From an optimization exercise on the open Yosys and OpenROAD flow, aimed at small area; shortcuts taken in it are not production practice. In this exercise RTL edits were held to simulation tests only and were not proved equivalent to the original. Power and IR drop assume default switching activity.

== indigo ==
==> flow/design.v (excerpt) <==
module msf60_core (
    input  wire        clk,
    input  wire        rst,           
    input  wire        cmd_valid,
    output wire        cmd_ready,
    input  wire [63:0] cmd_word,
    output wire        rsp_valid,
    output wire [31:0] rsp_data,
    output wire        acc_valid,
    input  wire        acc_ready,
    output wire [3:0]  acc_kind,
    output wire [8:0]  acc_value,
    output wire        acc_is_valid,
    output wire        acc_track,
    input  wire        acc_answer
);
Size: about 360 flip-flops.
==> flow/config.mk <==
export PLATFORM = sky130hd
export DESIGN_NAME = msf60_core
export DESIGN_NICKNAME = msf60_core
export VERILOG_FILES = /design/flow/design.v
export SDC_FILE = /design/flow/constraint.sdc
export NUM_CORES = 4
export LEC_CHECK = 0
export ABC_AREA = 1
export CAP_MARGIN = 20
export CORE_MARGIN = 2
export CORE_UTILIZATION = 60
export CTS_BUF_LIST = sky130_fd_sc_hd__clkbuf_8
export CTS_CLUSTER_DIAMETER = 80
export CTS_CLUSTER_SIZE = 14
export PLACE_DENSITY = 0.75
export SLEW_MARGIN = 20
==> flow/constraint.sdc <==
create_clock -name core_clock -period 15.0 [get_ports {clk}]
set_input_delay 3.0000 -clock core_clock [delete_from_list [all_inputs] [get_ports {clk}]]
set_output_delay 3.0000 -clock core_clock [all_outputs]
set_load 0.01 [all_outputs]
standard.sh (not shown) runs the stock make flow with config.mk's settings and CLKGATE_MAP_FILE= SYNTH_SCRIPT=/design/flow/synth_recipe.tcl, a recipe that flattens the netlist after the stock synthesis.
==> flow/flow/run.sh <==
#!/bin/bash
# The standard layout (standard.sh), with two changes:
# - synthesis maps with an area-only ABC script and leaves adders to ABC
#   (flow/synth_wrap.tcl, which sources synth_recipe.tcl unchanged otherwise);
# - the port buffers that buffer_ports inserts are the library's smallest
#   buffer, sky130_fd_sc_hd__buf_1.
# Make's output goes to standard.log; ORFS keeps each step's log under orfs/logs.
set -euo pipefail
here=$(cd "$(dirname "${BASH_SOURCE[0]}")" && pwd)
export FLOW_SYNTH_TCL="$PWD/synth_recipe.tcl"
export BUFFER_PORTS_ARGS="-buffer_cell sky130_fd_sc_hd__buf_1"
bash standard.sh SYNTH_SCRIPT="$here/synth_wrap.tcl" finish > standard.log 2>&1
==> flow/flow/abc_min_area.script <==
strash
&get -n
&st
&dch
&nf -a -R 1000
&put
mfs2
strash
&get -n
&st
&dch
&nf -a -R 1000
&put
mfs2
strash
&get -n
&st
&dch
&nf -a -R 1000
&put
mfs2
strash
&get -n
&st
&dch
&nf -a -R 1000
&put
mfs2
strash
&get -n
&st
&dch
&nf -a -R 1000
&put
mfs2
strash
&get -n
&st
&dch
&nf -a -R 1000
&put
mfs2
strash
&get -n
&st
&dch
&nf -a -R 1000
&put
mfs2
strash
&get -n
&st
&dch
&nf -a -R 1000
&put
mfs2
strash
&get -n
&st
&dch
&nf -a -R 1000
&put
mfs2
strash
&get -n
&st
&dch
&nf -a -R 1000
&put
mfs2
strash
&get -n
&st
&dch
&nf -a -R 1000
&put
mfs2
strash
&get -n
&st
&dch
&nf -a -R 1000
&put
mfs2
strash
&get -n
&st
&dch
&nf -a -R 1000
&put
mfs2
strash
&get -n
&st
&dch
&nf -a -R 1000
&put
mfs2
strash
&get -n
&st
&dch
&nf -a -R 1000
&put
mfs2
strash
&get -n
&st
&dch
&nf -a -R 1000
&put
mfs2
strash
&get -n
&st
&dch
&nf -a -R 1000
&put
mfs2
strash
&get -n
&st
&dch
&nf -a -R 1000
&put
mfs2
strash
&get -n
&st
&dch
&nf -a -R 1000
&put
mfs2
strash
&get -n
&st
&dch
&nf -a -R 1000
&put
mfs2
strash
&get -n
&st
&dch
&nf -a -R 1000
&put
topo
==> flow/flow/synth_wrap.tcl <==
# Runs the standard flow's synthesis script (synth_recipe.tcl) unchanged, except that the
# technology mapping call of ORFS's synth.tcl uses an area-only ABC script.
set ::flow_abc_script [file normalize [file join [file dirname [info script]] abc_min_area.script]]

proc abc {args} {
  set i [lsearch -exact $args -script]
  if { $i >= 0 && [regexp {abc_(area|speed)\.script$} [lindex $args [expr {$i + 1}]]] } {
    lset args [expr {$i + 1}] $::flow_abc_script
    puts "flow: mapping with $::flow_abc_script"
  }
  yosys abc {*}$args
}
# Leave adders to ABC rather than mapping them to the fa/ha cells first.
set ::env(ADDER_MAP_FILE) ""
source $::env(FLOW_SYNTH_TCL)
Changes in onyx relative to indigo:
diff --git a/flow/config.mk b/flow/config.mk
--- a/flow/config.mk
+++ b/flow/config.mk
@@ -13,3 +13,3 @@
 export CTS_CLUSTER_DIAMETER = 80
-export CTS_CLUSTER_SIZE = 14
+export CTS_CLUSTER_SIZE = 16
 export PLACE_DENSITY = 0.75
==> notes.md <==
On fraction of the cycle the final worst path needs: between onyx and indigo, it ends up lower for onyx.
Relative to indigo, detail-routed net length per standard cell increased by 0.54% in onyx.
Compared onyx against indigo; total length of routed wires within noise.
onyx vs indigo: number of filler instances in the final layout down
Compared onyx against indigo; post-route cell area within noise.
The post-layout utilization of the core was comparable across onyx and indigo.
Comparing indigo with onyx, the fraction of area in clock buffers and inverters came out essentially unchanged.
Changes observed in onyx relative to indigo: clock buffer count moved down; number of failing hold endpoints at the final stage level.
onyx ends up with a worst hold slack across all endpoints that is 0.016 ns higher than in indigo.
What juniper does differently from onyx at the input level:
diff --git a/flow/config.mk b/flow/config.mk
--- a/flow/config.mk
+++ b/flow/config.mk
@@ -13,4 +13,4 @@
 export CTS_CLUSTER_DIAMETER = 80
-export CTS_CLUSTER_SIZE = 16
-export PLACE_DENSITY = 0.75
+export CTS_CLUSTER_SIZE = 14
+export PLACE_DENSITY = 0.9
 export SLEW_MARGIN = 20
### Flow results
- onyx has lower global routing usage on met3 than juniper.
- juniper vs onyx, actual slew at the worst max-slew pin went up by 0.10 ns.
- In juniper, clock power share is higher than in onyx.
- juniper against onyx: count of clock-net buffers in the final layout moved up, cell count level, combinational power moved up.
- onyx → juniper: post-detailed-routing wire length now larger; cell count after placement comparable; maximum frequency now smaller.

==> port drivers added, routing unchanged <==
The flow's constraints put no driver on any port. The routed layouts listed below were extracted and timed again, unchanged, in two steps.
Step 1: set_driving_cell puts a clkbuf_16 on clk and a buf_2 on each other input, an assumption about the parent block.
Step 2 moves the port delays by t, midway between the first and last clock arrival at a register: inputs arrive t later, outputs are due t later. That takes back most of the time a late clock gives input paths.
Slacks: no drivers / after step 1 / after step 2; pairs: no drivers / after step 1.
| run | shift t [ns] | slack for setup (ns) | worst hold slack (ns) | latest minus earliest clock arrival (ns) |
|---|---|---|---|---|
| indigo | 0.619 | 7.973 / 7.930 / 8.067 | 0.304 / 0.304 / 0.304 | 0.052 / 0.052 |
| onyx | 0.607 | 8.001 / 7.960 / 8.082 | 0.319 / 0.319 / 0.319 | 0.035 / 0.035 |
| juniper | 0.621 | 7.892 / 7.849 / 8.181 | 0.326 / 0.326 / 0.326 | 0.038 / 0.039 |
After both steps every run listed still meets setup and hold.
